Background: an optimization exercise with open tools, aiming at small area, a short achievable clock period and few clock cycles per item. Do not read the settings as production practice. Where RTL was checked, it was by simulation tests only, not by an equivalence proof against the original. The RTL of runs 1 and 2 was laid out without a check of its function.

[flow/run.sh]
#!/bin/bash
# The standard layout, with the smallest buffer on each port in place of the
# delay buffer that buffer_ports picks by default, and timing repair aiming
# for a shorter period than the clock's.
bash standard.sh BUFFER_PORTS_ARGS="-buffer_cell sky130_fd_sc_hd__buf_1" SETUP_SLACK_MARGIN=14 finish > standard.log 2>&1
[standard.sh]
#!/bin/bash
# synth_recipe.tcl (not shown) runs the flow's synth.tcl, then flattens the netlist and writes it again
# the make line also repeats each setting of config.mk as NAME=value (left out here)
make -C /OpenROAD-flow-scripts/flow DESIGN_CONFIG=/design/flow/config.mk WORK_HOME=/design/flow/orfs CLKGATE_MAP_FILE= SYNTH_SCRIPT=/design/flow/synth_recipe.tcl "${@:-finish}"
[config.mk]
export PLATFORM = sky130hd
export DESIGN_NAME = feistel_core
export DESIGN_NICKNAME = feistel_core
export VERILOG_FILES = /design/flow/design.v
export SDC_FILE = /design/flow/constraint.sdc
export NUM_CORES = 4
export LEC_CHECK = 0
export CAP_MARGIN = 20
export CORE_MARGIN = 2
export CORE_UTILIZATION = 40
export SLEW_MARGIN = 20
[constraint.sdc]
create_clock -name core_clock -period 20.0 [get_ports {clk}]
set_input_delay 4.0000 -clock core_clock [delete_from_list [all_inputs] [get_ports {clk}]]
set_output_delay 4.0000 -clock core_clock [all_outputs]
set_load 0.01 [all_outputs]
[design.v]
module feistel_core (
    input  wire         clk,
    input  wire         rst,       
    input  wire         start,     
    input  wire         alg,       
    input  wire         dir,       
    input  wire         chain,     
    input  wire         first,     
    input  wire [127:0] key,       
    input  wire [63:0]  iv,        
    input  wire [63:0]  din,       
    output wire         ready,
    output wire         done,      
    output wire [63:0]  dout       
);
    localparam [31:0] DELTA = 32'h9e3779b9;
    function [31:0] bswap(input [31:0] x);
        bswap = {x[7:0], x[15:8], x[23:16], x[31:24]};
    endfunction
    reg         busy;
    reg         done_r;
    reg         ready_r;       
    reg  [5:0]  h;             
    reg         alg_r, dir_r, chain_r;
    reg  [31:0] k0, k1, k2, k3;
    reg  [31:0] ta, sb;        
    reg  [63:0] prev;          
    reg  [63:0] last_ct;       
    reg         out_enc;       
    reg         out_xor;       
    wire [63:0] prev_in = first ? iv : last_ct;
    wire [63:0] blk_in  = (chain && !dir) ? (din ^ prev_in) : din;
    wire [31:0] in_v0   = bswap(blk_in[31:0]);
    wire [31:0] in_v1   = bswap(blk_in[63:32]);
    wire [31:0] sum_tab [0:32];
    genvar gi;
    generate
        for (gi = 0; gi <= 32; gi = gi + 1) begin : g_tab
            assign sum_tab[gi] = gi * DELTA;
        end
    endgenerate
    wire [5:0]  q      = {1'b0, h[5:1]} + {5'd0, alg_r ? dir_r : h[0]};
    wire [5:0]  m_n    = dir_r ? (6'd32 - q) : (q + 6'd1);
    wire [31:0] s_n    = sum_tab[m_n];
    wire        tgt1_n = ~h[0] ^ dir_r;
    wire [1:0]  kidx_n = alg_r ? (tgt1_n ? s_n[12:11] : s_n[1:0]) : {tgt1_n, 1'b0};
    reg  [31:0] s_r;
    reg  [1:0]  kidx_r;
    reg         tgt1_r;
    reg         last_r;
    reg         first_r;
    always @(posedge clk) begin
        if (busy) begin
            s_r    <= s_n;
            kidx_r <= kidx_n;
            tgt1_r <= tgt1_n;
            last_r <= (h == 6'd62);
            first_r <= 1'b0;
        end else begin
            s_r    <= dir ? 32'hc6ef3720 : (alg ? 32'd0 : DELTA);
            kidx_r <= {dir, 1'b0};
            tgt1_r <= dir;
            last_r <= 1'b0;
            first_r <= 1'b1;
        end
    end
    wire        tgt1 = tgt1_r;
    wire        last = last_r;
    wire [31:0] s = s_r;
    reg  [31:0] kx;
    always @* begin
        case (kidx_r)
            2'd0:    kx = k0;
            2'd1:    kx = k1;
            2'd2:    kx = k2;
            default: kx = k3;
        endcase
    end
    wire [31:0] ky = tgt1 ? k3 : k1;
    wire [31:0] a1, a2, a3;
    feistel_add32 u_a1 (.a((sb << 4) ^ (alg_r ? (sb >> 5) : 32'd0)), .b(alg_r ? sb : kx),
                        .ci(1'b0), .y(a1));
    feistel_add32 u_a2 (.a(s), .b(alg_r ? kx : sb), .ci(1'b0), .y(a2));
    feistel_add32 u_a3 (.a(sb >> 5), .b(ky), .ci(1'b0), .y(a3));
    wire [31:0] f  = a1 ^ a2 ^ (alg_r ? 32'd0 : a3);
    wire [31:0] nb;
    feistel_add32 u_nb (.a(ta), .b(f ^ {32{dir_r}}), .ci(dir_r), .y(nb));
    wire [31:0] r_v0 = out_enc ? ta : sb;
    wire [31:0] r_v1 = out_enc ? sb : ta;
    wire [63:0] blk_out = {bswap(r_v1), bswap(r_v0)};
    assign dout  = out_xor ? (blk_out ^ prev) : blk_out;
    assign ready = ready_r;
    assign done  = done_r;
    always @(posedge clk) begin
        if (rst) begin
            busy    <= 1'b0;
            ready_r <= 1'b1;
            done_r  <= 1'b0;
        end else begin
            done_r  <= busy && last;
            if (!busy) begin
                busy    <= start;
                ready_r <= !start;
            end else if (last) begin
                busy    <= 1'b0;
                ready_r <= 1'b1;
            end
        end
    end
    always @(posedge clk) begin
        h <= busy ? (h + 6'd1) : 6'd0;
        if (!busy) begin
            alg_r   <= alg;
            dir_r   <= dir;
            chain_r <= chain;
            k0      <= bswap(key[31:0]);
            k1      <= bswap(key[63:32]);
            k2      <= bswap(key[95:64]);
            k3      <= bswap(key[127:96]);
            ta      <= dir ? in_v1 : in_v0;
            sb      <= dir ? in_v0 : in_v1;
            prev    <= prev_in;
            out_enc <= !dir;
            out_xor <= chain && dir;
        end else begin
            ta      <= sb;
            sb      <= nb;
        end
        if (busy && (dir_r ? first_r : last))
            last_ct <= {bswap(dir_r ? ta : nb), bswap(sb)};
    end
endmodule
module feistel_add32 (
    input  wire [31:0] a, b,
    input  wire        ci,
    output wire [31:0] y
);
    wire [31:0] p = a ^ b;
    wire [31:0] g0 = (a & b) | {31'd0, p[0] & ci};
    wire [31:0] t0 = p;
    wire [31:0] g1, t1, g2, t2, g3, t3, g4, t4, g5, t5;
    genvar i;
    generate
        for (i = 0; i < 32; i = i + 1) begin : g_l1
            if (i & 1) begin : g_c
                assign g1[i] = g0[i] | (t0[i] & g0[i - 1]);
                assign t1[i] = t0[i] & t0[i - 1];
            end else begin : g_p
                assign g1[i] = g0[i];
                assign t1[i] = t0[i];
            end
        end
        for (i = 0; i < 32; i = i + 1) begin : g_l2
            if (i & 2) begin : g_c
                assign g2[i] = g1[i] | (t1[i] & g1[(i & ~3) + 1]);
                assign t2[i] = t1[i] & t1[(i & ~3) + 1];
            end else begin : g_p
                assign g2[i] = g1[i];
                assign t2[i] = t1[i];
            end
        end
        for (i = 0; i < 32; i = i + 1) begin : g_l3
            if (i & 4) begin : g_c
                assign g3[i] = g2[i] | (t2[i] & g2[(i & ~7) + 3]);
                assign t3[i] = t2[i] & t2[(i & ~7) + 3];
            end else begin : g_p
                assign g3[i] = g2[i];
                assign t3[i] = t2[i];
            end
        end
        for (i = 0; i < 32; i = i + 1) begin : g_l4
            if (i & 8) begin : g_c
                assign g4[i] = g3[i] | (t3[i] & g3[(i & ~15) + 7]);
                assign t4[i] = t3[i] & t3[(i & ~15) + 7];
            end else begin : g_p
                assign g4[i] = g3[i];
                assign t4[i] = t3[i];
            end
        end
        for (i = 0; i < 32; i = i + 1) begin : g_l5
            if (i & 16) begin : g_c
                assign g5[i] = g4[i] | (t4[i] & g4[15]);
                assign t5[i] = t4[i] & t4[15];
            end else begin : g_p
                assign g5[i] = g4[i];
                assign t5[i] = t4[i];
            end
        end
    endgenerate
    assign y = p ^ {g5[30:0], ci};
endmodule
==> results of run 1 <==
## metrics by stage
step | hold slack [ns] | util, %
6_report | 0.464 | 48.3
5_1_grt | 0.493 | 48.3
4_1_cts | 0.471 | 47.3
3_5_place_dp | 0.461 | 43.7
3_3_place_gp | 0.442 | 43.7
2_1_floorplan | 0.431 | -
## worst register-to-register path, cell delays in order, from the launching register on
cell and delay, ns:
dfxtp_4 0.41, mux4_2 0.53, mux2_4 0.29, ha_4 0.16
fa_2 0.33, a21o_1 0.21, a31o_4 0.25, o21a_4 0.21
a31o_4 0.23, a21o_1 0.16, a21o_1 0.17, a21o_1 0.20
a21o_1 0.20, fa_1 0.44, xor2_1 0.16, xnor2_1 0.18
xnor2_1 0.25, ha_2 0.32, o21a_1 0.21, o21ai_2 0.18
a211oi_2 0.10, a21bo_4 0.23, nand2_4 0.06, and3_4 0.19
o21ai_4 0.13, nand2b_1 0.08, xnor2_1 0.21, o21ai_1 0.09
## per-layer routing
metal	vias to the layer above	GRT usage [%]	share of wire [%]
li1	9198	-	-
met1	9428	33.7	44
met2	715	37.8	46
met3	111	3.21	6.7
met4	2	6.36	2.6
met5	-	0	0.017
## flip-flops by register name, summed over array words and instances, names as in the netlist, 2 cells and up
signal and cells:
kidx_r 2, k2 32, s_r 32, sb 32, ta 32, h 6, last_ct 64, k0 32
k1 32, k3 32, prev 64
## worst paths after layout
path              startpoint          end  slack, ns
setup / recovery   kidx_r[0]  last_ct[36]      13.52
hold / removal       ready_r      ready_r       0.46
setup reg to reg   kidx_r[0]  last_ct[36]      13.52
hold reg to reg      ready_r      ready_r       0.46
## logic make-up (layout without fill, tap and decap cells)
group | count (synthesis) | count (layout) | synth area share (%)
AO/OA/AOI/OAI | 535 | 535 | 12.7
XOR/XNOR | 340 | 340 | 12.4
adder cells (fa/ha/maj) | 141 | 141 | 7.85
buffers and inverters | 209 | 572 | 3.35
flip-flops | 370 | 370 | 41.1
multiplexers | 263 | 263 | 13.0
other | 0 | 2 | 0
AND/OR/NAND/NOR | 526 | 526 | 9.58
## layout by cell type, fill, tap and decap left out, types with 8 or more instances in the layout
cell,Yosys,final
buf_6,0,11
mux2i_1,125,91
inv_1,86,86
o21bai_1,13,13
a31oi_1,14,13
xnor2_1,181,173
o21ai_0,188,171
ha_1,121,116
clkbuf_16,0,50
o21a_1,12,10
a21oi_1,189,183
nor2_1,127,124
fa_1,20,16
nand2_1,258,255
nor3_1,17,17
clkinv_2,0,10
or3_1,42,42
a21o_1,47,47
mux2i_2,0,24
buf_4,3,51
o21ai_1,8,18
mux4_2,32,32
mux2_2,106,104
buf_2,8,28
a211oi_1,14,10
clkbuf_2,0,13
buf_1,22,285
xor2_2,1,9
nand3_1,22,22
dfxtp_1,110,104
clkbuf_1,88,10
mux2i_4,0,10
nand2b_1,8,8
nand4_1,13,13
edfxtp_1,260,260
xor2_1,154,146
## repair_timing
| action | CTS | global route |
|---|---|---|
| gates resized for setup | 87 | 110 |
| setup buffers | 29 | 12 |
| gates cloned | 5 | 5 |
| pin swaps | 44 | 58 |
| endpoints found under the setup margin | 134 | 81 |
## final cells by class
type / instances / area share, %
clock inverter: 22 / 0.910
multi-input combinational: 1805 / 48.6
antenna: 2 / 0.0172
sequential: 370 / 34.4
inverter: 87 / 1.15
tap: 782 / 3.36
timing repair buffer: 406 / 7.50
clock buffer: 57 / 4.09
==> results.yml, run 1 <==
yosys:
  async_flop_share_pct: 0
  synth_cell_type_count: 76
  synth_most_common_cell: "edfxtp_1"
  yosysWarnings: 1
  ys_seq_elements: 370
  synth_edf_count: 260
  ys_seq_area_share_pct: 41.1
  synth_largest_area_cell: "edfxtp_1"
  netlist_top_cells_count: "edfxtp_1, nand2_1, a21oi_1"
  syn_nets: 2788
  synth.area.top_cells: "edfxtp_1, dfxtp_1, xnor2_1"
  synth_ff_type: "edfxtp_1"
  synth.avg_cell_area_um2: 10.2
  netlist.area_leader.share_pct: 32.0
  netlist_area_um2: 24400
  syn_inst: 2384
detailed_routing:
  drc_errors: 0
  drt_first_pass_iters: 5
  drtIter0Drc: 1318
  via_per_inst: 5.51
  ant_nets: 0
  wire_per_inst_um: 22.0
  drt-total-wl_um: 77500
  num_vias: 19500
clock_network:
  cts.sinks: 370
  cts_root_buffer: "clkbuf_16"
  clk_path_buf_depth: 3
  cts.clk_slew.worst_paths_ns: 0.06
  ctsHoldBuffers: 0
  worstSkewPairLatency_ns: 0.58
  ctsHtreeMaxLevel: 2
  cts-buffers-inserted: 43
  cts_tree: "done"
sta:
  setup_violations: 0
  worst_pin_slew_ns: 1.01
  finalMaxSlewViolations: 0
  slew_headroom_pct: 32.6
  grt_setup_unrepaired: "true"
  final-hold-violation-count: 0
  finalCritPeriodShare_pct: 32.4
  period_minus_slack_ns: 6.48
  setup_ws_ns: 13.52
  finClkSkew_ns: 0.0326
  max_freq_ghz: 0.154
  setup-tns-final_ns: 0
die:
  num_rows: 90
  core-area_um2: 60400
  dieArea_um2: 62900
  die_h_um: 251
  start_util_pct: 40.4
  die_w_um: 251
  ios: 329
global_route:
  grt_overflow: 0
  grt_max_degree: 83
  grt_pass1_vias: 19300
  antenna_found_initial: 3
  grt_usage_pct: 23.7
  grt_pass1_wl_um: 115000
run_status:
  outcome: "complete, no violations"
layout:
  register_area_um2: 10000
  num-nets-final: 3117
  num-fill-cells: 5586
  final_cells: 3531
  multi_input_area_um2: 14200
  fin_area_um2: 29100
  drive_gt1_share_pct: 16.1
  syn_to_final_growth_pct: 19.6
placement:
  dpl_cell_area_um2: 26400
  post-place-ws_ns: 13.05
  post-dp-hpwl_um: 54700
  finalWeightedCongestion: 0.938
  dp_cells: 3399
  port_buffers: 328
worst_setup_path:
  crit_slowest_cell: "mux4_2"
  required_ns: 20.28
  worstSetupEndpointType: "flop"
  arrival_ns: 6.76
  cpPeakStageDelay_ns: 0.53
  path_delay_family: "compound AO/OA/AOI/OAI gates"
  worstRegToRegCells: 27
  crit_top_cell: "a21o_1"
  worstSetupPathType: "reg -> reg"
  crit_buf_inv: 0
  worst-path-max-fanout: 5
  start_kind: "flop"
  cp.depth: 27
min_path:
  hp-class: "reg -> reg"
  holdPathStages: 2
job:
  maxCapViolCount: 0
==> run 2, diff against run 1 <==
==> flow/run.sh (replaced) <==
#!/bin/bash
# The standard layout, with the smallest buffer on each port in place of the
# delay buffer that buffer_ports picks by default, and timing repair aiming
# for a shorter period than the clock's.
bash standard.sh BUFFER_PORTS_ARGS="-buffer_cell sky130_fd_sc_hd__buf_1" SETUP_SLACK_MARGIN=14 CTS_BUF_LIST=sky130_fd_sc_hd__clkbuf_8 finish > standard.log 2>&1
==> run 2 against run 1 <==
Against the previous run: still clean on timing, DRC and antenna; utilization rose by 0.23 points; count of clock-buffer cells in the layout rose by 26; via count rose by 0.63%; flip-flop and latch count did not move; setup slack got worse by 0.086 ns; die area did not move; critical endpoint unchanged; largest cell class unchanged.
==> results.yml, run 2 <==
layout:
  syn_to_final_growth_pct: 20.1
  num-fill-cells: 5631
  reg_top3: "last_ct (64), prev (64)"
  num-nets-final: 3144
  fin_area_um2: 29300
  most-common-layout-cells: "buf_1, edfxtp_1, nand2_1, a21oi_1, o21ai_0"
  drive_gt1_share_pct: 18.1
  mostFrequentLayoutCell: "buf_1"
  final_util_pct: 48.5
  final_cells: 3580
detailed_routing:
  via_per_inst: 5.47
  num_vias: 19600
  drtIter0Drc: 1349
  wire_per_inst_um: 21.6
  drt-total-wl_um: 77200
  drc_errors: 0
  drt_first_pass_iters: 5
  ant_nets: 0
yosys:
  netlist_area_um2: 24400
  synth_largest_area_cell: "edfxtp_1"
  synth_cell_type_count: 76
  yosys.area_share.simple_pct: 9.58
  synth_edf_count: 260
  synth.avg_cell_area_um2: 10.2
  synth_compound_area_share_pct: 12.7
  ys_seq_area_share_pct: 41.1
  netlist_top_cells_count: "edfxtp_1, nand2_1, a21oi_1"
  synth-xor-area-share_pct: 12.4
  synth.area.top_cells: "edfxtp_1, dfxtp_1, xnor2_1"
  synth_top_family_by_area: "multiplexers"
  synth_ff_type: "edfxtp_1"
  netlist.area_leader.share_pct: 32.0
  syn_nets: 2788
  synthMuxAreaShare_pct: 13.0
  synth_most_common_cell: "edfxtp_1"
  yosysWarnings: 1
  ys_seq_elements: 370
  synthAdderAreaFrac_pct: 7.85
  async_flop_share_pct: 0
  syn_inst: 2384
clock_network:
  cts_tree: "done"
  cts-buffers-inserted: 71
  cts.clk_slew.worst_paths_ns: 0.06
  clk_path_buf_depth: 3
  ctsHoldBuffers: 0
  worstSkewPairLatency_ns: 0.65
  cts_root_buffer: "clkbuf_8"
  ctsHtreeMaxLevel: 3
  cts.sinks: 370
placement:
  dpl_cell_area_um2: 26400
  post-dp-hpwl_um: 54700
  finalWeightedCongestion: 0.938
  port_buffers: 328
  dp_cells: 3399
worst_setup_path:
  start_kind: "flop"
  worstSetupEndpointType: "flop"
  required_ns: 20.34
  arrival_ns: 6.91
  worstSetupPathType: "reg -> reg"
  worst-path-max-fanout: 5
  ff2ff_setup_slack_ns: 13.43
global_route:
  grt_max_degree: 83
  grt_usage_pct: 24.1
  antenna_found_initial: 2
  grt_pass1_wl_um: 116000
  grt_overflow: 0
  grt_pass1_vias: 19600
sta:
  finalCritPeriodShare_pct: 32.8
  whs_ns: 0.467
  max_freq_ghz: 0.152
  grt_setup_unrepaired: "true"
  finalMaxSlewViolations: 0
  final-hold-violation-count: 0
  worst_pin_slew_ns: 1.00
  period_minus_slack_ns: 6.57
  finClkSkew_ns: 0.0340
  slew_headroom_pct: 33.4
  setup-tns-final_ns: 0
  setup_violations: 0
die:
  start_util_pct: 40.4
  die_w_um: 251
  ios: 329
  die_h_um: 251
  dieArea_um2: 62900
  num_rows: 90
  core-area_um2: 60400
run_status:
  outcome: "complete, no violations"
min_path:
  hp-class: "reg -> reg"
job:
  maxCapViolCount: 0
## run 2: cell counts after synthesis
Identical to the previous run, type by type.
## run 2: kinds of logic (layout without fill, tap and decap cells)
logic type / Yosys count / after routing
xor+xnor: 340 / 340
fa+ha+maj: 141 / 141
other cells: 0 / 2
mux: 263 / 263
simple gates: 526 / 526
flops: 370 / 370
compound gates: 535 / 535
buf+inv: 209 / 621
## run 2: area by class of cell
class                      instances  area [um^2]  area share [%]
antenna                            2         5.00          0.0171
sequential                       370        10000            34.2
inverter                          87          334            1.14
timing repair buffer             405         2220            7.57
clock buffer                      83         1140            3.90
clock inverter                    46          249           0.850
tap                              782          978            3.34
multi-input combinational       1805        14300            49.0
## run 2: path summary, 6_finish.rpt
kind | cells past startpoint | to | from
max reg2reg | 27 | last_ct[36] | kidx_r[0]
max | 27 | last_ct[36] | kidx_r[0]
min reg2reg | 2 | ready_r | ready_r
min | 2 | ready_r | ready_r
## run 2: per-stage QoR
stage / worst slack [ns]
after CTS: 13.64
after detailed placement: 13.05
after floorplan: 13.74
final: 13.43
after global routing: 13.24
after global placement: 13.21
## run 2: what timing repair did
item | CTS | global route
resized for setup | 159 | 77
endpoints found under the setup margin | 105 | 100
buffers inserted | 28 | 13
pin swaps | 73 | 59
gates cloned | 8 | 1
## run 2: routing by layer
metal  global-route usage [%]  up-vias  routed length, um
met5                        0        -                 13
met4                     7.26        2               2140
met3                     3.41      114               4790
met2                     38.7      684              35700
met1                     33.8     9503              34500
li1                         -     9273                  -
## run 2: critical path, stage by stage, from the launching register on
cell,delay [ns]
dfxtp_4,0.41
mux4_2,0.53
mux2_4,0.29
ha_4,0.16
fa_2,0.34
a21o_1,0.21
a31o_4,0.25
o21a_4,0.21
a31o_4,0.23
a21o_1,0.16
a21o_1,0.17
a21o_1,0.19
a21o_1,0.20
fa_1,0.44
xor2_1,0.16
xnor2_1,0.18
xnor2_1,0.25
ha_2,0.32
o21a_1,0.21
o21ai_2,0.20
a211oi_2,0.10
a21bo_4,0.23
nand2_4,0.06
and3_4,0.19
o21ai_4,0.17
nand2b_1,0.10
xnor2_1,0.21
o21ai_1,0.09
==> run 3, diff against run 2 <==
--- a/design.v
+++ b/design.v
@@ -28,5 +28,4 @@
     reg  [63:0] last_ct;       
     reg         out_enc;       
-    reg         out_xor;       
     wire [63:0] prev_in = first ? iv : last_ct;
     wire [63:0] blk_in  = (chain && !dir) ? (din ^ prev_in) : din;
@@ -89,5 +88,5 @@
     wire [31:0] r_v1 = out_enc ? sb : ta;
     wire [63:0] blk_out = {bswap(r_v1), bswap(r_v0)};
-    assign dout  = out_xor ? (blk_out ^ prev) : blk_out;
+    assign dout  = blk_out ^ prev;
     assign ready = ready_r;
     assign done  = done_r;
@@ -110,4 +109,5 @@
     always @(posedge clk) begin
         h <= busy ? (h + 6'd1) : 6'd0;
+        out_enc <= !dir_r;
         if (!busy) begin
             alg_r   <= alg;
@@ -120,7 +120,5 @@
             ta      <= dir ? in_v1 : in_v0;
             sb      <= dir ? in_v0 : in_v1;
-            prev    <= prev_in;
-            out_enc <= !dir;
-            out_xor <= chain && dir;
+            prev    <= (chain && dir) ? prev_in : 64'd0;
         end else begin
             ta      <= sb;
==> flow/run.sh (replaced) <==
#!/bin/bash
# The standard layout, with the smallest buffer on each port in place of the
# delay buffer that buffer_ports picks by default, and timing repair aiming
# for a shorter period than the clock's.
bash standard.sh BUFFER_PORTS_ARGS="-buffer_cell sky130_fd_sc_hd__buf_1" SETUP_SLACK_MARGIN=15 finish > standard.log 2>&1
==> run 3 against run 2 <==
Against the previous run: hold slack improved by 0.052 ns; synthesized cell count fell by 1.3%; critical path type unchanged; final area grew 3.0%; via count grew 0.81%; global-route usage rose by 1.3 points; register-to-register slack gained 0.36 ns; sequential share of layout area fell by 1.0 points; first-iteration DRC count rose by 36%; flip-flop and latch count down 1.
==> results.yml, run 3 <==
run_status:
  outcome: "complete, no violations"
global_route:
  antenna_found_initial: 1
  grt_pass1_vias: 19300
  grt_pass1_wl_um: 121000
  grt_busiest_layer: "met2"
  use_met2_pct: 41.1
  grt_max_degree: 91
  grt_overflow: 0
  gr-usage-met3_pct: 3.27
  use_met1_pct: 36.1
  grt_usage_pct: 25.5
layout:
  fin_area_um2: 30200
  num-fill-cells: 5307
  num-nets-final: 3122
  final_cells: 3528
  most-common-layout-cells: "buf_1, edfxtp_1, xnor2_1, nand2_1, a21oi_1"
  syn_to_final_growth_pct: 25.3
  drive_gt1_share_pct: 22.1
  mostFrequentLayoutCell: "buf_1"
  reg_top3: "last_ct (64), prev (64)"
  final_util_pct: 50.9
worst_setup_path:
  ff2ff_setup_slack_ns: 13.79
  worst-path-max-fanout: 4
  crit_path_start: "kidx_r[0]"
  arrival_ns: 6.54
  regToRegEndpoint: "last_ct[41]"
  worstSetupEndpointType: "flop"
  timing.rr.start: "kidx_r[0]"
  crit_end: "last_ct[41]"
  start_kind: "flop"
  worstSetupPathType: "reg -> reg"
  worstRegToRegCells: 23
  required_ns: 20.33
yosys:
  synth_edf_count: 258
  synth_ff_type: "edfxtp_1"
  synth_largest_area_cell: "edfxtp_1"
  synth_most_common_cell: "xnor2_1"
  netlist_area_um2: 24100
  synth.avg_cell_area_um2: 10.2
  syn_inst: 2354
  netlist_top_cells_count: "xnor2_1, edfxtp_1, nand2_1"
  yosysWarnings: 1
  synth.area.top_cells: "edfxtp_1, xnor2_1, dfxtp_1"
  synth_cell_type_count: 76
  syn_nets: 2758
  ys_seq_elements: 369
  async_flop_share_pct: 0
  netlist.area_leader.share_pct: 32.2
  ys_seq_area_share_pct: 41.4
sta:
  worst_pin_slew_ns: 0.950
  setup_ws_ns: 13.79
  grt_setup_unrepaired: "true"
  finClkSkew_ns: 0.0247
  setup_violations: 0
  slew_headroom_pct: 36.7
  finalMaxSlewViolations: 0
  setup-tns-final_ns: 0
  whs_ns: 0.519
  final-hold-violation-count: 0
  max_freq_ghz: 0.161
  period_minus_slack_ns: 6.21
  finalCritPeriodShare_pct: 31.0
clock_network:
  cts.sinks: 369
  ctsHtreeMaxLevel: 2
  clk_path_buf_depth: 3
  cts.clk_slew.worst_paths_ns: 0.06
  worstSkewPairLatency_ns: 0.59
  ctsHoldBuffers: 0
  cts_tree: "done"
  cts-buffers-inserted: 44
  cts_root_buffer: "clkbuf_16"
die:
  start_util_pct: 40.7
  ios: 329
  num_rows: 89
  core-area_um2: 59200
  die_h_um: 249
  die_w_um: 249
  dieArea_um2: 62200
detailed_routing:
  drt-total-wl_um: 83000
  ant_nets: 0
  via_per_inst: 5.59
  drtIter0Drc: 1838
  drt_first_pass_iters: 6
  drc_errors: 0
  num_vias: 19700
  wire_per_inst_um: 23.5
placement:
  dpl_cell_area_um2: 26300
  post-dp-hpwl_um: 57400
  port_buffers: 328
  post-place-ws_ns: 13.04
  dp_cells: 3364
  finalWeightedCongestion: 0.938
min_path:
  hp-class: "reg -> reg"
job:
  maxCapViolCount: 0
## run 3: what timing repair did
item,CTS,global route
gates resized for setup,188,173
setup buffers,35,31
setup endpoints to repair,207,147
cloned,11,4
pin swaps,73,98
## run 3: cell type report
class                   count  area [um^2]  share of cell area, %
clock inverters            31          308                   1.02
well taps                 773          967                   3.21
inverters                  65          264                  0.875
multi-input cells        1806        14800                   49.2
flip-flops and latches    369        10000                   33.2
diodes                      1         2.50                0.00829
clock buffers              51         1170                   3.88
repair buffers            432         2610                   8.64
## run 3: worst min-delay path by stage
stage	start	endpoint	slack, ns	depth (start not counted)
final	h[0]	h[0]	0.52	1
after global routing	h[0]	h[0]	0.55	1
after CTS	h[0]	h[0]	0.52	1
after detailed placement	ready_r	ready_r	0.45	2
after global placement	ready_r	ready_r	0.45	2
after floorplan	last_r	done_r	0.43	2
## run 3: critical path: stages, from the launching register on
cell,delay (ns)
dfxtp_4,0.40
mux4_2,0.54
mux2_4,0.30
ha_4,0.16
fa_2,0.35
a211oi_2,0.22
o21bai_1,0.11
o31a_1,0.38
a21o_1,0.24
fa_1,0.52
xnor2_2,0.17
xnor2_1,0.15
xnor2_1,0.28
ha_1,0.32
nand3_2,0.08
nand2_2,0.06
a21o_1,0.17
a41o_4,0.27
a31oi_4,0.28
buf_4,0.17
inv_2,0.04
fa_2,0.34
xor2_2,0.16
mux2_4,0.25
## run 3: routing by layer
layer / vias to the layer above / wire (um) / part of all wire, %
li1: 9175 / - / -
met1: 9594 / 36500 / 44
met2: 843 / 38400 / 46
met3: 122 / 5990 / 7.2
met4: 0 / 2140 / 2.6
met5: - / 0 / 0
## run 3: logic make-up (layout without fill, tap and decap cells)
family          count (synthesis)  in the layout  share of synthesized area [%]
buf+inv                       184            579                           2.90
xor+xnor                      341            341                           12.5
flops                         369            369                           41.4
simple gates                  534            539                           9.74
compound gates                537            537                           13.0
fa+ha+maj                     142            142                           7.99
mux                           247            247                           12.5
other cells                     0              1                              0
Testbench counts of run 3, summed over its fixed seeds: cycles 49,928, blocks 768.
==> run 4, diff against run 3 <==
==> flow/run.sh (replaced) <==
#!/bin/bash
# The standard layout, with the smallest buffer on each port in place of the
# delay buffer that buffer_ports picks by default, and timing repair aiming
# for a shorter period than the clock's.
bash standard.sh BUFFER_PORTS_ARGS="-buffer_cell sky130_fd_sc_hd__buf_1" SETUP_SLACK_MARGIN=13 finish > standard.log 2>&1
==> run 4 against run 3 <==
Against the previous run: routed wire length shrank 9.9%; die area is the same.
==> results.yml, run 4 <==
clock_network:
  cts_tree: "done"
  clk_path_buf_depth: 3
  ctsHoldBuffers: 0
  cts.clk_slew.worst_paths_ns: 0.06
  cts_root_buffer: "clkbuf_16"
  cts.sinks: 369
  worstSkewPairLatency_ns: 0.59
  cts-buffers-inserted: 45
  ctsHtreeMaxLevel: 2
layout:
  num-nets-final: 3045
  fin_area_um2: 27600
  mostFrequentLayoutCell: "buf_1"
  num-fill-cells: 5582
  most-common-layout-cells: "buf_1, xnor2_1, edfxtp_1, nand2_1, a21oi_1"
  syn_to_final_growth_pct: 14.8
  multi_input_area_um2: 13500
  drive_gt1_share_pct: 10.5
  final_util_pct: 46.7
  register_area_um2: 9980
  reg_top3: "last_ct (64), prev (64)"
worst_setup_path:
  start_kind: "flop"
  cpPeakStageDelay_ns: 0.76
  path_cells: "buf_4 > mux2i_1 > xnor2_1 > buf_1"
  path_delay_family: "buffers and inverters"
  worstSetupPathType: "reg -> out"
  crit_buf_inv: 2
  worst-path-max-fanout: 50
  crit_slowest_cell: "buf_4"
  worstSetupEndpointType: "primary output"
  arrival_ns: 2.70
  required_ns: 16.00
detailed_routing:
  drt_first_pass_iters: 7
  drc_errors: 0
  wire_per_inst_um: 21.7
  routed-wl-met2_um: 35000
  num_vias: 19000
  ant_nets: 0
  drtIter0Drc: 1471
  top_layer: "met4"
  via_per_inst: 5.49
  wl_met1_um: 34000
  wl_met3_um: 4700
  drt-total-wl_um: 74800
die:
  start_util_pct: 40.7
  core-area_um2: 59200
  die_h_um: 249
  die_w_um: 249
  dieArea_um2: 62200
  ios: 329
  num_rows: 89
yosys:
  netlist_area_um2: 24100
  synth_edf_count: 258
  synth_cell_type_count: 76
  synthMuxAreaShare_pct: 12.5
  synth_compound_area_share_pct: 13.0
  synth_largest_area_cell: "edfxtp_1"
  synth_ff_type: "edfxtp_1"
  netlist.area_leader.share_pct: 32.2
  synth_top_family_by_area: "compound AO/OA/AOI/OAI gates"
  syn_nets: 2758
  synth.area.top_cells: "edfxtp_1, xnor2_1, dfxtp_1"
  synthAdderAreaFrac_pct: 7.99
  syn_inst: 2354
  synth.avg_cell_area_um2: 10.2
  synth_most_common_cell: "xnor2_1"
  yosysWarnings: 1
  ys_seq_area_share_pct: 41.4
  netlist_top_cells_count: "xnor2_1, edfxtp_1, nand2_1"
  async_flop_share_pct: 0
  synth-xor-area-share_pct: 12.5
  yosys.area_share.simple_pct: 9.74
  ys_seq_elements: 369
job:
  maxCapViolCount: 0
sta:
  finClkSkew_ns: 0.0179
  whs_ns: 0.463
  finalMaxSlewViolations: 0
  max_freq_ghz: 0.149
  final-hold-violation-count: 0
  worst_pin_slew_ns: 1.04
  setup_violations: 0
  period_minus_slack_ns: 6.70
  finalCritPeriodShare_pct: 33.5
  setup-tns-final_ns: 0
  grt_setup_unrepaired: "false"
  slew_headroom_pct: 30.6
placement:
  finalWeightedCongestion: 0.888
  dpl_cell_area_um2: 26100
  post-dp-hpwl_um: 55000
  port_buffers: 328
run_status:
  outcome: "complete, no violations"
global_route:
  grt_usage_pct: 23.6
  grt_pass1_wl_um: 113000
  grt_overflow: 0
  grt_pass1_vias: 18700
  grt_max_degree: 114
  antenna_found_initial: 2
min_path:
  hp-class: "reg -> reg"
==> run 4: cell counts after synthesis <==
Identical to the previous run, type by type.
==> run 4: worst paths after layout <==
| path | start | endpoint | slack [ns] | cells after the start |
|---|---|---|---|---|
| min | ready_r | ready_r | 0.46 | 2 |
| max reg2reg | kidx_r[0] | last_ct[39] | 13.34 | 26 |
| max | out_enc | dout[57] | 13.30 | 4 |
| min reg2reg | ready_r | ready_r | 0.46 | 2 |
==> run 4: per-layer routing <==
layer	up-vias	global-route usage, %
li1	9011	-
met1	9234	33.4
met2	659	38.3
met3	81	3.25
met4	0	5.15
met5	-	0
==> run 4: final cells by class <==
cell class | count | area share (%)
Clock buffer | 63 | 4.51
Multi-Input combinational cell | 1801 | 48.8
Timing Repair Buffer | 359 | 5.52
Tap cell | 773 | 3.50
Inverter | 65 | 0.910
Clock inverter | 21 | 0.634
Antenna cell | 4 | 0.0362
Sequential cell | 369 | 36.1
==> run 4: timing repair <==
item | in CTS | in global routing
endpoints found under the setup margin | 13 | 10
gates resized for setup | 6 | 10
pin swaps | 0 | 1
cloned | 1 | 0
setup buffers | 2 | 2
==> run 4: cell families (layout without fill, tap and decap cells) <==
group | after synthesis | count (layout)
other | 0 | 4
AOI/OAI and AO/OA | 537 | 537
buffers and inverters | 184 | 508
and+or+nand+nor | 534 | 534
xor gates and xnor gates | 341 | 341
adders and majority gates | 142 | 142
muxes | 247 | 247
DFF | 369 | 369
==> run 4: worst reg2reg max path: cells and delay by family (launching register included) <==
family / cells / cell delay, ns
XOR/XNOR: 4 / 0.92
flip-flops: 1 / 0.41
multiplexers: 2 / 0.78
buffers and inverters: 1 / 0.14
adder cells (fa/ha/maj): 4 / 1.38
AO/OA/AOI/OAI: 15 / 2.86
==> run 4: per-stage QoR <==
step	setup WS [ns]	cells
after global routing	13.01	3453
after floorplan	13.05	2354
after global placement	12.65	3362
final	13.30	3455
after CTS	13.02	3449
after detailed placement	12.51	3362
==> run 5, diff against run 4 <==
==> flow/run.sh (replaced) <==
#!/bin/bash
# The standard layout, with the smallest buffer on each port in place of the
# delay buffer that buffer_ports picks by default, and timing repair aiming
# for a shorter period than the clock's.
bash standard.sh BUFFER_PORTS_ARGS="-buffer_cell sky130_fd_sc_hd__buf_1" SETUP_SLACK_MARGIN=14 RECOVER_POWER=100 finish > standard.log 2>&1
==> run 5 against run 4 <==
Against the previous run: the layout now fails its checks (capacitance limit, slew limit); area after synthesis unchanged; non-clock buffer count is 52 higher; die area unchanged; count of clock-buffer cells in the layout grew 5; final area is 2.0% higher; critical path type is now reg -> reg.
==> results.yml, run 5 <==
run_status:
  outcome: "failed layout checks"
  so_faults: "capacitance limit, slew limit"
worst_setup_path:
  ff2ff_setup_slack_ns: 9.06
  arrival_ns: 11.08
  path_cells: "clkinvlp_2 > nor2_1 > clkbuf_1"
  timing.rr.start: "busy"
  worstSetupPathType: "reg -> reg"
  worst-path-max-fanout: 90
  crit_buf_inv: 2
  regToRegEndpoint: "last_ct[48]"
  path_delay_family: "buffers and inverters"
  worstSetupEndpointType: "flop"
  worstRegToRegCells: 3
  crit_slowest_cell: "nor2_1"
  start_kind: "flop"
  cpPeakStageDelay_ns: 4.05
  required_ns: 20.14
global_route:
  grt_pass1_wl_um: 114000
  antenna_found_initial: 2
  grt_usage_pct: 23.8
  grt_pass1_vias: 19100
  grt_max_degree: 106
  grt_overflow: 0
yosys:
  ys_seq_elements: 369
  syn_nets: 2758
  async_flop_share_pct: 0
  yosysWarnings: 1
  synth_largest_area_cell: "edfxtp_1"
  synth_edf_count: 258
  synth_cell_type_count: 76
  netlist_top_cells_count: "xnor2_1, edfxtp_1, nand2_1"
  netlist.area_leader.share_pct: 32.2
  syn_inst: 2354
  synth.avg_cell_area_um2: 10.2
  synth_most_common_cell: "xnor2_1"
  netlist_area_um2: 24100
  ys_seq_area_share_pct: 41.4
  synth.area.top_cells: "edfxtp_1, xnor2_1, dfxtp_1"
  synth_ff_type: "edfxtp_1"
detailed_routing:
  drc_errors: 0
  num_vias: 19300
  via_per_inst: 5.51
  drt-total-wl_um: 76400
  ant_nets: 0
  wire_per_inst_um: 21.8
  drtIter0Drc: 1331
  drt_first_pass_iters: 5
layout:
  num-fill-cells: 5558
  reg_top3: "last_ct (64), prev (64)"
  insertedDiodeCount: 0
  mostFrequentLayoutCell: "buf_1"
  most-common-layout-cells: "buf_1, edfxtp_1, xnor2_1, nand2_1, a21oi_1"
  drive_gt1_share_pct: 11.9
  final_util_pct: 47.6
  syn_to_final_growth_pct: 17.0
  num-nets-final: 3097
placement:
  post-dp-hpwl_um: 54900
  port_buffers: 328
  post-place-ws_ns: 12.93
  finalWeightedCongestion: 0.892
sta:
  slew_headroom_pct: -219
  grt_setup_unrepaired: "true"
  setup_ws_ns: 9.06
  setup_violations: 0
  whs_ns: 0.460
  max_freq_ghz: 0.0914
  setup-tns-final_ns: 0
  final-hold-violation-count: 0
  period_minus_slack_ns: 10.94
  worst_pin_slew_ns: 4.76
  finalMaxSlewViolations: 729
  finClkSkew_ns: 0.0213
  finalCritPeriodShare_pct: 54.7
die:
  dieArea_um2: 62200
  die_w_um: 249
  start_util_pct: 40.7
  num_rows: 89
  die_h_um: 249
  ios: 329
  core-area_um2: 59200
min_path:
  min_to: "ready_r"
  holdPathStages: 2
  hold_start: "ready_r"
  hp-class: "reg -> reg"
clock_network:
  cts_root_buffer: "clkbuf_16"
  worstSkewPairLatency_ns: 0.58
  ctsHtreeMaxLevel: 2
  cts.clk_slew.worst_paths_ns: 0.05
  cts.sinks: 369
  cts-buffers-inserted: 45
  clk_path_buf_depth: 3
  cts_tree: "done"
job:
  maxCapViolCount: 16
==> run 5: cell counts after synthesis <==
No cell type changed its count.
==> run 5: repair_timing <==
| item | CTS | global route |
|---|---|---|
| gates cloned | 2 | 1 |
| pin swaps | 30 | 33 |
| endpoints found under the setup margin | 101 | 36 |
| gates resized for setup | 39 | 46 |
| hold buffers | 0 | 0 |
| setup buffers | 42 | 10 |
==> run 5: area by class of cell <==
| type | instances | area, um^2 | area share, % |
|---|---|---|---|
| well taps | 773 | 967 | 3.43 |
| inverters | 65 | 245 | 0.870 |
| clock inverters | 15 | 200 | 0.710 |
| clock buffers | 68 | 1360 | 4.82 |
| repair buffers | 411 | 1870 | 6.63 |
| flip-flops and latches | 369 | 9980 | 35.4 |
| multi-input cells | 1801 | 13600 | 48.1 |
==> run 5: metrics by stage <==
stage	cells	area, um^2
after floorplan	2354	24200
after global placement	3364	26100
after detailed placement	3364	26100
after CTS	3491	28200
after global routing	3502	28200
final	3502	28200
==> run 5: routing by layer <==
| layer | track usage (%) | up-vias | part of all wire, % |
|---|---|---|---|
| met5 | 0 | - | 0.014 |
| met4 | 7.16 | 2 | 2.8 |
| met3 | 3.52 | 118 | 6.6 |
| met2 | 38.5 | 681 | 46 |
| met1 | 33.0 | 9394 | 44 |
| li1 | - | 9108 | - |
==> run 5: cells by family after synthesis <==
group	count (synthesis)	share of synthesized area (%)
muxes	247	12.5
xor gates and xnor gates	341	12.5
buffers and inverters	184	2.90
adders and majority gates	142	7.99
AOI/OAI and AO/OA	537	13.0
and+or+nand+nor	534	9.74
DFF	369	41.4
==> run 5: worst min-delay path, cell delays in order, from the launching register on <==
cell and delay (ns):
dfxtp_1 0.31, nand2_1 0.06, nand2_1 0.04
==> run 5: worst max path at each step <==
stage / slack (ns) / depth (start not counted) / end / start
after floorplan: 14.03 / 25 / last_ct[41] / tgt1_r
after global placement: 13.09 / 28 / last_ct[39] / kidx_r[0]
after detailed placement: 12.93 / 27 / last_ct[39] / kidx_r[0]
after CTS: 13.95 / 27 / last_ct[34] / kidx_r[0]
after global routing: 8.09 / 3 / last_ct[31] / busy
final: 9.06 / 3 / last_ct[48] / busy
==> run 6, diff against run 5 <==
==> flow/run.sh (replaced) <==
#!/bin/bash
# The standard layout, with the smallest buffer on each port in place of the
# delay buffer that buffer_ports picks by default, and timing repair aiming
# for a shorter period than the clock's.
bash standard.sh BUFFER_PORTS_ARGS="-buffer_cell sky130_fd_sc_hd__buf_1" SETUP_SLACK_MARGIN=14 PLACE_DENSITY=0.75 finish > standard.log 2>&1
==> run 6 against run 5 <==
Against the previous run: the run now finishes clean; final area rose by 1.2%; non-clock buffer count up 5; critical path depth increased by 24; register-to-register slack gained 4.8 ns; die area unchanged.
==> results.yml, run 6 <==
run_status:
  outcome: "complete, no violations"
die:
  ios: 329
  dieArea_um2: 62200
  die_h_um: 249
  die_w_um: 249
  num_rows: 89
  start_util_pct: 40.7
  core-area_um2: 59200
yosys:
  synth_cell_type_count: 76
  synth.area.top_cells: "edfxtp_1, xnor2_1, dfxtp_1"
  async_flop_share_pct: 0
  netlist_area_um2: 24100
  syn_nets: 2758
  netlist_top_cells_count: "xnor2_1, edfxtp_1, nand2_1"
  syn_inst: 2354
  netlist.area_leader.share_pct: 32.2
  synth_largest_area_cell: "edfxtp_1"
  synth_ff_type: "edfxtp_1"
  synth_edf_count: 258
  ys_seq_elements: 369
  synth.avg_cell_area_um2: 10.2
  synth_most_common_cell: "xnor2_1"
  yosysWarnings: 1
  ys_seq_area_share_pct: 41.4
layout:
  mostFrequentLayoutCell: "buf_1"
  reg_top3: "last_ct (64), prev (64)"
  syn_to_final_growth_pct: 18.5
  num-nets-final: 3100
  most-common-layout-cells: "buf_1, edfxtp_1, xnor2_1, nand2_1, a21oi_1"
  drive_gt1_share_pct: 13.9
  num-fill-cells: 5362
  fin_area_um2: 28500
sta:
  worst_pin_slew_ns: 1.07
  finClkSkew_ns: 0.0226
  finalMaxSlewViolations: 0
  setup_violations: 0
  setup-tns-final_ns: 0
  grt_setup_unrepaired: "true"
  period_minus_slack_ns: 6.15
  whs_ns: 0.465
  max_freq_ghz: 0.163
  slew_headroom_pct: 28.5
  finalCritPeriodShare_pct: 30.7
  final-hold-violation-count: 0
global_route:
  grt_pass1_vias: 18500
  grt_usage_pct: 22.9
  grt_overflow: 0
  antenna_found_initial: 4
  grt_pass1_wl_um: 110000
  gr-usage-met3_pct: 4.00
  use_met1_pct: 31.2
  grt_max_degree: 100
  use_met2_pct: 37.2
  grt_busiest_layer: "met2"
clock_network:
  worstSkewPairLatency_ns: 0.59
  cts.sinks: 369
  clk_path_buf_depth: 3
  cts-buffers-inserted: 43
  cts.clk_slew.worst_paths_ns: 0.06
  ctsHoldBuffers: 0
  ctsHtreeMaxLevel: 2
  cts_tree: "done"
  cts_root_buffer: "clkbuf_16"
min_path:
  hp-class: "reg -> reg"
worst_setup_path:
  path_delay_family: "compound AO/OA/AOI/OAI gates"
  required_ns: 20.33
  crit_slowest_cell: "mux4_2"
  worstSetupPathType: "reg -> reg"
  worstSetupEndpointType: "flop"
  ff2ff_setup_slack_ns: 13.85
  worst-path-max-fanout: 4
  arrival_ns: 6.48
  crit_buf_inv: 4
  cpPeakStageDelay_ns: 0.50
  start_kind: "flop"
detailed_routing:
  drt_first_pass_iters: 6
  drc_errors: 0
  num_vias: 19400
  via_per_inst: 5.53
  drtIter0Drc: 1740
  ant_nets: 0
  drt-total-wl_um: 74700
  wire_per_inst_um: 21.3
placement:
  port_buffers: 328
  dpl_cell_area_um2: 26100
  finalWeightedCongestion: 0.908
  post-dp-hpwl_um: 52500
job:
  maxCapViolCount: 0
==> run 6: final timing paths <==
kind	startpoint	to	cells past startpoint
max	kidx_r[0]	last_ct[34]	27
min	ready_r	ready_r	2
max reg2reg	kidx_r[0]	last_ct[34]	27
min reg2reg	ready_r	ready_r	2
==> run 6: cell families after synthesis <==
group,Yosys count,synth area share (%)
simple gates,534,9.74
compound gates,537,13.0
buf+inv,184,2.90
mux,247,12.5
flops,369,41.4
fa+ha+maj,142,7.99
xor+xnor,341,12.5
==> run 6: tightest hold or removal path: stages (launching register included) <==
cell and delay, ns:
dfxtp_1 0.31, nand2_1 0.06, nand2_1 0.05
==> run 6: area by class of cell <==
class | count | area (um^2) | area share, %
timing repair buffer | 416 | 2150 | 7.55
antenna | 3 | 7.51 | 0.0263
clock inverter | 16 | 196 | 0.688
tap | 773 | 967 | 3.39
inverter | 65 | 253 | 0.886
multi-input combinational | 1801 | 13700 | 48.2
sequential | 369 | 9990 | 35.0
clock buffer | 64 | 1220 | 4.27
==> run 6: per-stage QoR <==
stage	std cells	setup WS [ns]	util, %
3_3_place_gp	3363	13.14	44.1
4_1_cts	3478	13.95	47.3
2_1_floorplan	2354	14.03	-
5_1_grt	3505	13.60	48.2
6_report	3507	13.85	48.2
3_5_place_dp	3363	13.06	44.1
==> run 6: metal layers <==
metal,share of wire (%),wire (um)
met1,43,31800
met2,46,34600
met3,8.1,6070
met4,2.9,2170
met5,0.035,26
==> run 6: what timing repair did <==
action | in CTS | in global routing
pin swaps | 32 | 48
setup endpoints to repair | 129 | 116
setup buffers | 32 | 22
gates cloned | 3 | 4
hold endpoints to repair | 0 | 0
gates resized for setup | 40 | 60
==> run 7, diff against run 6 <==
==> flow/run.sh (replaced) <==
#!/bin/bash
# The standard layout, with the smallest buffer on each port in place of the
# delay buffer that buffer_ports picks by default, and timing repair aiming
# for a shorter period than the clock's.
bash standard.sh BUFFER_PORTS_ARGS="-buffer_cell sky130_fd_sc_hd__buf_1" SETUP_SLACK_MARGIN=14 CTS_CLUSTER_SIZE=30 CTS_CLUSTER_DIAMETER=80 finish > standard.log 2>&1
==> run 7 against run 6 <==
Against the previous run: maximum frequency is 2.0% higher; global-route usage is 0.60 points higher; clock skew is 0.0098 ns higher; sequential share of layout area is 0.52 points higher; via count is 1.2% lower; hold slack better by 0.0030 ns; register-to-register slack better by 0.12 ns; routed wire length is 1.5% higher; setup slack better by 0.12 ns; synthesized cell count stayed put; highest routed layer unchanged.
==> results.yml, run 7 <==
layout:
  num-nets-final: 3079
  final_util_pct: 47.5
  drive_gt1_share_pct: 13.5
  final_cells: 3470
  syn_to_final_growth_pct: 16.8
  register_area_um2: 9990
  mostFrequentLayoutCell: "buf_1"
  num-fill-cells: 5562
  reg_top3: "last_ct (64), prev (64)"
  most-common-layout-cells: "buf_1, edfxtp_1, xnor2_1, nand2_1, a21oi_1"
  insertedDiodeCount: 0
  multi_input_area_um2: 13800
global_route:
  grt_pass1_wl_um: 114000
  grt_overflow: 0
  grt_max_degree: 106
  grt_pass1_vias: 18900
  grt_usage_pct: 23.5
  antenna_found_initial: 2
detailed_routing:
  drt-total-wl_um: 75800
  drt_first_pass_iters: 7
  drtIter0Drc: 1380
  drc_errors: 0
  num_vias: 19200
  wire_per_inst_um: 21.8
  ant_nets: 0
  via_per_inst: 5.52
yosys:
  netlist_area_um2: 24100
  synth.area.top_cells: "edfxtp_1, xnor2_1, dfxtp_1"
  async_flop_share_pct: 0
  ys_seq_elements: 369
  synth.avg_cell_area_um2: 10.2
  netlist.area_leader.share_pct: 32.2
  yosysWarnings: 1
  synth_ff_type: "edfxtp_1"
  yosys.area_share.simple_pct: 9.74
  synth_most_common_cell: "xnor2_1"
  syn_inst: 2354
  synth_edf_count: 258
  synthAdderAreaFrac_pct: 7.99
  synth_largest_area_cell: "edfxtp_1"
  synth_compound_area_share_pct: 13.0
  synth_cell_type_count: 76
  ys_seq_area_share_pct: 41.4
  syn_nets: 2758
  synth_top_family_by_area: "compound AO/OA/AOI/OAI gates"
  synth-xor-area-share_pct: 12.5
  netlist_top_cells_count: "xnor2_1, edfxtp_1, nand2_1"
  synthMuxAreaShare_pct: 12.5
clock_network:
  worstSkewPairLatency_ns: 0.61
  cts.clk_slew.worst_paths_ns: 0.10
  ctsHoldBuffers: 0
  cts_tree: "done"
  cts.sinks: 369
  cts-buffers-inserted: 28
  clk_path_buf_depth: 3
  cts_root_buffer: "clkbuf_16"
  ctsHtreeMaxLevel: 1
sta:
  finalCritPeriodShare_pct: 30.1
  finClkSkew_ns: 0.0324
  setup_violations: 0
  final-hold-violation-count: 0
  finalMaxSlewViolations: 0
  worst_pin_slew_ns: 1.04
  max_freq_ghz: 0.166
  grt_setup_unrepaired: "true"
  setup-tns-final_ns: 0
  whs_ns: 0.468
  period_minus_slack_ns: 6.03
  slew_headroom_pct: 30.5
placement:
  port_buffers: 328
  dp_cells: 3364
  post-dp-hpwl_um: 54900
  finalWeightedCongestion: 0.892
min_path:
  min_to: "ready_r"
  hold_start: "ready_r"
  holdPathStages: 2
  hp-class: "reg -> reg"
run_status:
  outcome: "complete, no violations"
worst_setup_path:
  arrival_ns: 6.48
  worstRegToRegCells: 26
  start_kind: "flop"
  worst-path-max-fanout: 4
  regToRegEndpoint: "last_ct[39]"
  ff2ff_setup_slack_ns: 13.97
  required_ns: 20.46
  worstSetupEndpointType: "flop"
  worstSetupPathType: "reg -> reg"
  timing.rr.start: "kidx_r[0]"
die:
  dieArea_um2: 62200
  die_h_um: 249
  num_rows: 89
  die_w_um: 249
  ios: 329
  core-area_um2: 59200
  start_util_pct: 40.7
job:
  maxCapViolCount: 0
==> run 7: through the flow <==
stage / setup slack [ns] / instance area, um^2
after floorplan: 14.03 / 24200
after global placement: 13.09 / 26100
after detailed placement: 12.93 / 26100
after CTS: 13.92 / 27800
after global routing: 13.70 / 28100
final: 13.97 / 28100
==> run 7: cells by family (layout without fill, tap and decap cells) <==
family / count (synthesis) / count (layout)
xor gates and xnor gates: 341 / 341
muxes: 247 / 247
DFF: 369 / 369
and+or+nand+nor: 534 / 534
adders and majority gates: 142 / 142
AOI/OAI and AO/OA: 537 / 537
buffers and inverters: 184 / 527
==> run 7: metal layers <==
metal	GRT usage [%]	wire length (um)	vias up
met4	4.70	1410	2
met3	2.49	4440	92
li1	-	-	9055
met5	0	13	-
met1	33.1	34600	9358
met2	39.2	35300	655
==> run 7: final cells by class <==
type                            count  area share, %
Inverter                           65          0.894
Sequential cell                   369           35.5
Timing Repair Buffer              410           7.16
Clock inverter                     23           1.44
Clock buffer                       29           2.58
Tap cell                          773           3.44
Multi-Input combinational cell   1801           49.0
==> run 7: worst max-delay path by stage <==
stage | from | to | slack (ns) | depth (start not counted)
final | kidx_r[0] | last_ct[39] | 13.97 | 26
after global routing | kidx_r[0] | last_ct[39] | 13.70 | 25
after CTS | kidx_r[0] | last_ct[39] | 13.92 | 26
after detailed placement | kidx_r[0] | last_ct[39] | 12.93 | 27
after global placement | kidx_r[0] | last_ct[39] | 13.09 | 28
after floorplan | tgt1_r | last_ct[41] | 14.03 | 25
==> run 7: timing repair <==
| item | in CTS | in global routing |
|---|---|---|
| gates resized for setup | 41 | 55 |
| hold endpoints to repair | 0 | 0 |
| cloned | 2 | 0 |
| pin swaps | 32 | 42 |
| endpoints found under the setup margin | 105 | 42 |
| buffers inserted | 36 | 16 |
==> run 7: critical path, cell delays in order, from the launching register on <==
cell	delay (ns)
dfxtp_4	0.37
buf_12	0.11
mux4_2	0.52
mux2_4	0.30
ha_4	0.17
fa_2	0.36
a211oi_2	0.17
o21bai_1	0.12
o31a_1	0.29
a31o_1	0.28
a31o_4	0.26
fa_2	0.52
xor2_1	0.17
xnor2_1	0.16
xnor2_1	0.11
ha_2	0.17
a21o_1	0.17
a21o_1	0.17
a21oi_2	0.16
o21ai_1	0.10
a21oi_2	0.17
o41ai_4	0.12
a31oi_2	0.24
o21bai_1	0.11
a21oi_2	0.15
xnor3_1	0.27
o21ai_1	0.13
==> run 8, diff against run 7 <==
==> flow/run.sh (replaced) <==
#!/bin/bash
# The standard layout, with the smallest buffer on each port in place of the
# delay buffer that buffer_ports picks by default, and timing repair aiming
# for a shorter period than the clock's.
bash standard.sh BUFFER_PORTS_ARGS="-buffer_cell sky130_fd_sc_hd__buf_1" SETUP_SLACK_MARGIN=14 finish > standard.log 2>&1
==> run 8 against run 7 <==
Against the previous run: still clean on timing, DRC and antenna; hold slack got worse by 0.0055 ns; cell count increased by 0.92%.
==> results.yml, run 8 <==
placement:
  post-place-ws_ns: 12.93
  port_buffers: 328
  dpl_cell_area_um2: 26100
  post-dp-hpwl_um: 54900
  finalWeightedCongestion: 0.892
detailed_routing:
  drt_first_pass_iters: 5
  wl_met1_um: 34200
  wl_met3_um: 4940
  via_per_inst: 5.51
  num_vias: 19300
  wire_per_inst_um: 21.8
  drtIter0Drc: 1321
  top_layer: "met5"
  drt-total-wl_um: 76500
  drc_errors: 0
  ant_nets: 0
  routed-wl-met2_um: 35200
sta:
  max_freq_ghz: 0.165
  setup_violations: 0
  setup-tns-final_ns: 0
  worst_pin_slew_ns: 1.05
  finalMaxSlewViolations: 0
  finalCritPeriodShare_pct: 30.4
  finClkSkew_ns: 0.0196
  setup_ws_ns: 13.92
  grt_setup_unrepaired: "true"
  final-hold-violation-count: 0
  slew_headroom_pct: 29.9
  period_minus_slack_ns: 6.08
yosys:
  synth.avg_cell_area_um2: 10.2
  synth_largest_area_cell: "edfxtp_1"
  netlist_area_um2: 24100
  synth_most_common_cell: "xnor2_1"
  synth.area.top_cells: "edfxtp_1, xnor2_1, dfxtp_1"
  synth_ff_type: "edfxtp_1"
  synth_cell_type_count: 76
  netlist_top_cells_count: "xnor2_1, edfxtp_1, nand2_1"
  synth_edf_count: 258
  async_flop_share_pct: 0
  syn_nets: 2758
  ys_seq_area_share_pct: 41.4
  yosysWarnings: 1
  netlist.area_leader.share_pct: 32.2
  ys_seq_elements: 369
  syn_inst: 2354
job:
  maxCapViolCount: 0
die:
  ios: 329
  dieArea_um2: 62200
  num_rows: 89
  die_w_um: 249
  die_h_um: 249
  core-area_um2: 59200
  start_util_pct: 40.7
global_route:
  grt_max_degree: 106
  grt_overflow: 0
  grt_pass1_wl_um: 114000
  grt_pass1_vias: 19100
  grt_usage_pct: 23.8
  antenna_found_initial: 2
worst_setup_path:
  cpPeakStageDelay_ns: 0.52
  worstSetupEndpointType: "flop"
  crit_slowest_cell: "mux4_2"
  arrival_ns: 6.37
  crit_top_cell: "buf_4"
  worst-path-max-fanout: 4
  required_ns: 20.30
  start_kind: "flop"
  worstSetupPathType: "reg -> reg"
layout:
  reg_top3: "last_ct (64), prev (64)"
  fin_area_um2: 28500
  mostFrequentLayoutCell: "buf_1"
  most-common-layout-cells: "buf_1, edfxtp_1, xnor2_1, nand2_1, a21oi_1"
  drive_gt1_share_pct: 13.8
  num-nets-final: 3097
  multi_input_area_um2: 13700
  register_area_um2: 9990
  insertedDiodeCount: 0
  num-fill-cells: 5500
  syn_to_final_growth_pct: 18.4
clock_network:
  clk_path_buf_depth: 3
  cts.sinks: 369
  cts-buffers-inserted: 45
  cts_tree: "done"
  ctsHoldBuffers: 0
  ctsHtreeMaxLevel: 2
  cts_root_buffer: "clkbuf_16"
  cts.clk_slew.worst_paths_ns: 0.06
  worstSkewPairLatency_ns: 0.58
run_status:
  outcome: "complete, no violations"
min_path:
  hp-class: "reg -> reg"
run 8: path summary, 6_finish.rpt:
kind	startpoint	endpoint	slack [ns]	depth (start not counted)
hold reg to reg	ready_r	ready_r	0.46	2
hold / removal	ready_r	ready_r	0.46	2
setup reg to reg	kidx_r[0]	last_ct[46]	13.92	28
setup / recovery	kidx_r[0]	last_ct[46]	13.92	28
run 8: layer usage:
metal | vias up | track usage, %
li1 | 9107 | -
met1 | 9407 | 33.0
met2 | 657 | 38.5
met3 | 115 | 3.52
met4 | 2 | 7.16
met5 | - | 0
run 8: metrics by stage:
step           hold WS, ns  util [%]  cells
6_report             0.462      48.1   3502
5_1_grt              0.479      48.1   3502
4_1_cts              0.463      47.6   3491
3_5_place_dp         0.453      44.1   3364
3_3_place_gp         0.450      44.1   3364
2_1_floorplan        0.431         -   2354
run 8: cell type report:
class | count | share of cell area [%]
clock buffers | 68 | 4.76
well taps | 773 | 3.39
inverters | 65 | 0.882
flip-flops and latches | 369 | 35.0
clock inverters | 15 | 0.702
multi-input cells | 1801 | 48.1
repair buffers | 411 | 7.12
run 8: cell families after synthesis:
kind of cell	after synthesis	share of synthesized area, %
AO/OA/AOI/OAI	537	13.0
XOR/XNOR	341	12.5
AND/OR/NAND/NOR	534	9.74
multiplexers	247	12.5
buffers and inverters	184	2.90
adder cells (fa/ha/maj)	142	7.99
flip-flops	369	41.4
run 8: worst max-delay path, delay by kind of cell, from the launching register on:
family / cells / cell delay (ns)
AOI/OAI and AO/OA: 12 / 2.18
adders and majority gates: 4 / 1.16
muxes: 2 / 0.82
xor gates and xnor gates: 4 / 0.69
buffers and inverters: 6 / 0.58
DFF: 1 / 0.35
run 8: timing repair:
| item | 4_1_cts | 5_1_grt |
|---|---|---|
| buffers inserted | 42 | 10 |
| pin swaps | 30 | 33 |
| endpoints found under the setup margin | 101 | 36 |
| cloned | 2 | 1 |
| resized for setup | 39 | 46 |

re-timing with driven ports:
How much do the figures lean on ideal ports? The routed layouts below were timed once more, with nothing changed but the port constraints.
Step 1 assumes that a clkbuf_16 drives the clock port and a buf_2 every other input.
Step 2 moves the port delays by t, midway between the first and last clock arrival at a register: inputs arrive t later, outputs are due t later. That takes back most of the time a late clock gives input paths.
Slacks: ideal ports / drivers / drivers and shift; pairs: ideal ports / drivers.
run	t (ns)	setup slack, ns	hold slack, ns	pins driven straight from the clock port
run 1	0.627	13.517 / 13.517 / 13.517	0.464 / 0.464 / 0.464	1
run 2	0.693	13.431 / 13.431 / 13.431	0.467 / 0.467 / 0.467	1
run 3	0.647	13.790 / 13.790 / 13.790	0.519 / 0.519 / 0.519	1
run 4	0.641	13.298 / 13.239 / 13.338	0.463 / 0.463 / 0.463	1
run 5	0.632	9.063 / 9.063 / 9.063	0.460 / 0.460 / 0.460	1
run 6	0.639	13.853 / 13.853 / 13.573	0.465 / 0.465 / 0.465	1
run 7	0.655	13.973 / 13.973 / 13.470	0.468 / 0.468 / 0.468	1
run 8	0.631	13.924 / 13.924 / 13.478	0.462 / 0.462 / 0.462	1
For run 7, which loses most, drivers alone change the setup slack by 0.000 ns; drivers and shift together by -0.503 ns.
